Background: an optimization exercise with open tools, aiming at small area, a short achievable clock period and few clock cycles. Do not read the settings as production practice. Power figures rest on the tool's default switching activity, not on a simulated workload.

// sprite_render
module sprite_render (
    input  wire        clk,
    input  wire        rst,
    input  wire        start,
    output wire        busy,
    output reg         done,
    input  wire [2:0]  cfg_grid_w_m1,    
    input  wire [2:0]  cfg_grid_h_m1,    
    input  wire [2:0]  cfg_fb_tx_m1,     
    input  wire [2:0]  cfg_fb_ty_m1,     
    input  wire        cfg_gated,        
    input  wire [10:0] cfg_spr_off,      
    input  wire [10:0] cfg_anim_off,     
    output reg         tbl_re,
    output reg         tbl_we,
    output reg  [10:0] tbl_addr,
    output reg  [7:0]  tbl_wdata,
    input  wire [7:0]  tbl_rdata,
    output reg         def_re,
    output reg  [13:0] def_addr,
    input  wire [7:0]  def_rdata,
    output reg         fb_we,
    output reg  [11:0] fb_addr,
    output reg  [7:0]  fb_wdata
);
export LEC_CHECK = 0
export CAP_MARGIN = 20
export CORE_MARGIN = 2
export CORE_UTILIZATION = 60
export CTS_BUF_LIST = sky130_fd_sc_hd__clkbuf_4 sky130_fd_sc_hd__clkbuf_8
export SETUP_SLACK_MARGIN = 4
export SLEW_MARGIN = 20
create_clock -name core_clock -period 6.5 [get_ports {clk}]
standard.sh (not shown) runs the stock make flow with config.mk's settings and CLKGATE_MAP_FILE= SYNTH_SCRIPT=/design/flow/synth_recipe.tcl, a recipe that flattens the netlist after the stock synthesis.
==> flow/flow/run.sh <==
#!/bin/bash
# Standard layout, with plain buffers (buf_2) on the ports instead of the
# resizer's default choice. Every tool's output goes to flow.log here, and
# ORFS keeps each step's log under orfs/logs/.
set -euo pipefail
export BUFFER_PORTS_ARGS="-buffer_cell sky130_fd_sc_hd__buf_2"
bash standard.sh > flow.log 2>&1
Edit:
--- a/flow/design.v
+++ b/flow/design.v
@@ -17,42 +17,41 @@
     output reg  [7:0]  tbl_wdata,
     input  wire [7:0]  tbl_rdata,
     output reg         def_re,
     output reg  [13:0] def_addr,
     input  wire [7:0]  def_rdata,
     output reg         fb_we,
     output reg  [11:0] fb_addr,
     output reg  [7:0]  fb_wdata
 );
     reg busy_r;
     assign busy = busy_r;
     wire accept = start && !busy_r;
-    localparam T_IDLE  = 5'd0;
-    localparam T_START = 5'd1;    
-    localparam T_RA    = 5'd2;    
-    localparam T_RS    = 5'd3;    
-    localparam T_CD    = 5'd4;    
-    localparam T_RN    = 5'd5;    
-    localparam T_RK    = 5'd6;    
-    localparam T_CK    = 5'd7;    
-    localparam T_RSP   = 5'd8;    
-    localparam T_RFC   = 5'd9;    
-    localparam T_CFC   = 5'd10;   
-    localparam T_ADV   = 5'd11;   
-    localparam T_WFC   = 5'd12;   
-    localparam T_RD    = 5'd13;   
-    localparam T_RN2   = 5'd14;   
-    localparam T_CN    = 5'd15;   
-    localparam T_WE    = 5'd16;   
-    reg [4:0]  tstate;
+    localparam T_IDLE  = 4'd0;
+    localparam T_START = 4'd1;    
+    localparam T_RA    = 4'd2;    
+    localparam T_RS    = 4'd3;    
+    localparam T_CD    = 4'd4;    
+    localparam T_RN    = 4'd5;    
+    localparam T_RK    = 4'd6;    
+    localparam T_CK    = 4'd7;    
+    localparam T_RSP   = 4'd8;    
+    localparam T_RFC   = 4'd9;    
+    localparam T_CFC   = 4'd10;   
+    localparam T_WFC   = 4'd11;   
+    localparam T_RD    = 4'd12;   
+    localparam T_RN2   = 4'd13;   
+    localparam T_CN    = 4'd14;   
+    localparam T_WE    = 4'd15;   
+    reg [3:0]  tstate;
     reg        te_fin;       
     reg [10:0] ea;           
     reg [2:0]  tcol, trow;   
     reg [5:0]  trb;          
     reg        r_gated;      
     reg [9:0]  r_a;          
     reg [7:0]  r_spr;        
     reg [5:0]  r_k;          
     reg        r_ge;         
     reg        rec_valid;    
     wire t_wrap = (tcol == cfg_grid_w_m1);
     wire t_last = t_wrap && (trow == cfg_grid_h_m1);
@@ -72,28 +71,26 @@
     reg [3:0]  p_py;         
     reg [11:0] fb_a1;        
     wire [2:0] rr = def_addr[5:3];
     wire [2:0] cc = def_addr[2:0];
     wire [2:0] chi = p_clipx ? ~p_xo : 3'd7;
     wire       row_end  = (cc == p_hi);
     wire       tile_end = row_end && (rr == p_rhi);
     wire       take = rec_valid && (!def_re || tile_end);
     wire [3:0] px = {1'b0, p_xo} + {1'b0, cc};
     wire [3:0] py = p_py;
     wire [2:0] n_xo  = r_k[2:0];
     wire [2:0] n_yo  = r_k[5:3];
-    wire [2:0] pl    = p_py[2:0];
-    wire       r_in  = p_py[3] ? ({1'b0, pl} + 4'd2 <= {1'b0, n_yo})
-                               : (({1'b0, pl} + 4'd1 >= {1'b0, n_yo}) && !(pl == 3'd7 && n_yo == 3'd0));
-    wire       r_cov = rec_valid && r_in && (n_xo < p_xo);
+    wire [4:0] r_dy  = {1'b0, p_py} + 5'd1 - {2'b00, n_yo};   
+    wire       r_cov = rec_valid && !r_dy[4] && !r_dy[3] && (n_xo < p_xo);
     wire [2:0] r_cut = n_xo + ~p_xo;                        
     wire [2:0] hi1   = p_wrap ? chi : (r_cov ? r_cut : 3'd7);
     always @(posedge clk) begin
         if (rst) begin
             busy_r    <= 1'b0;
             done      <= 1'b0;
             tstate    <= T_IDLE;
             tbl_re    <= 1'b0;
             tbl_we    <= 1'b0;
             rec_valid <= 1'b0;
             te_fin    <= 1'b0;
             pe_fin    <= 1'b0;
@@ -121,26 +118,25 @@
                 T_RN:    begin tbl_re <= 1'b1; tstate <= T_RK; end
                 T_RK: begin
                     if (r_gated) begin
                         tbl_re <= 1'b1;
                         tstate <= T_RSP;
                     end else begin
                         tstate <= T_CK;
                     end
                 end
                 T_CK:    begin rec_valid <= 1'b1; tbl_we <= 1'b1; tstate <= T_WE; end
                 T_RSP:   begin rec_valid <= 1'b1; tbl_re <= 1'b1; tstate <= T_RFC; end
                 T_RFC:   tstate <= T_CFC;
-                T_CFC:   tstate <= T_ADV;
-                T_ADV:   begin tbl_we <= 1'b1; tstate <= T_WFC; end
+                T_CFC:   begin tbl_we <= 1'b1; tstate <= T_WFC; end
                 T_WFC:   tstate <= r_ge ? T_RD : T_WE;
                 T_RD:    begin tbl_re <= 1'b1; tstate <= T_RN2; end
                 T_RN2:   tstate <= T_CN;
                 T_CN:    begin tbl_we <= 1'b1; tstate <= T_WE; end
                 T_WE: begin
                     if (t_last) begin
                         te_fin <= 1'b1;
                         tstate <= T_IDLE;
                     end else if (!rec_valid) begin
                         tbl_re <= 1'b1;
                         tstate <= T_RA;
                     end
@@ -187,28 +183,25 @@
                 r_k      <= tbl_rdata[5:0];
                 r_spr    <= r_spr + {6'd0, tbl_rdata[7:6]};
                 tbl_addr <= ea;
             end
             T_RSP: begin
                 r_k      <= tbl_rdata[5:0];
                 r_spr    <= r_spr + {6'd0, tbl_rdata[7:6]};
                 tbl_addr <= a_inc;
             end
             T_RFC: tbl_wdata <= tbl_rdata;         
             T_CFC: begin
                 r_ge      <= fc_ge;
-                tbl_wdata <= tbl_rdata;
-            end
-            T_ADV: begin
-                tbl_wdata <= r_ge ? 8'd0 : tbl_wdata + 8'd1;
+                tbl_wdata <= fc_ge ? 8'd0 : tbl_rdata + 8'd1;
             end
             T_WFC: tbl_addr <= r_ge ? cfg_anim_off : ea;
             T_RD:  tbl_addr <= a_d;
             T_CN: begin
                 tbl_wdata <= tbl_rdata;
                 tbl_addr  <= ea;
             end
             T_WE: begin
                 if (!t_last && !rec_valid) begin
                     ea       <= a_inc;
                     tbl_addr <= a_inc;
                     if (t_wrap) begin
Area after synthesis decreases by a few percent.
Non-clock buffer count goes up by 2.
Total power is higher slightly.
Via count drops slightly.
Clock-buffer cell count stays the same.
First-iteration DRC count came out lower by about a fifth.
Global-route usage rose by 0.40 points.
Final area falls slightly.
Wire length goes down slightly.
Register-to-register slack gets worse by 0.04 ns.
Setup slack stays flat.
Synthesized cell count goes down by a few percent.
Core utilization rose by 2.5 points.
No run of this note included a check of the RTL's function; only the layout flow was run.

==> static timing again, ports no longer ideal <==
In the flow no input, the clock included, has a driving cell. The finished layouts below were timed again as built, in two steps.
Step 1 (the two cells are an assumption about what drives the block):
set clk [get_ports {clk}]
set_driving_cell -lib_cell sky130_fd_sc_hd__clkbuf_16 $clk
set_driving_cell -lib_cell sky130_fd_sc_hd__buf_2 [delete_from_list [all_inputs] $clk]
Step 2 also shifts input and output timing later by t, the mid clock arrival at the registers, as if the neighbouring blocks saw the same clock.
Three values: no drivers, after step 1, after step 2; two values: the first two.
run	shift t [ns]	slack for setup (ns)	worst setup path at the end	clock arrival spread, ns	slew at the worst register clock pin (ns)
the first run	0.503	3.955 / 3.972 / 3.469	input to register	0.016 / 0.016	0.10 / 0.10
the second run	0.496	3.954 / 3.953 / 3.524	input to register	0.013 / 0.013	0.09 / 0.09
After both steps setup and hold are still met in every run listed. For the first run, which loses most, drivers alone change the setup slack by +0.017 ns; drivers and shift together by -0.486 ns.
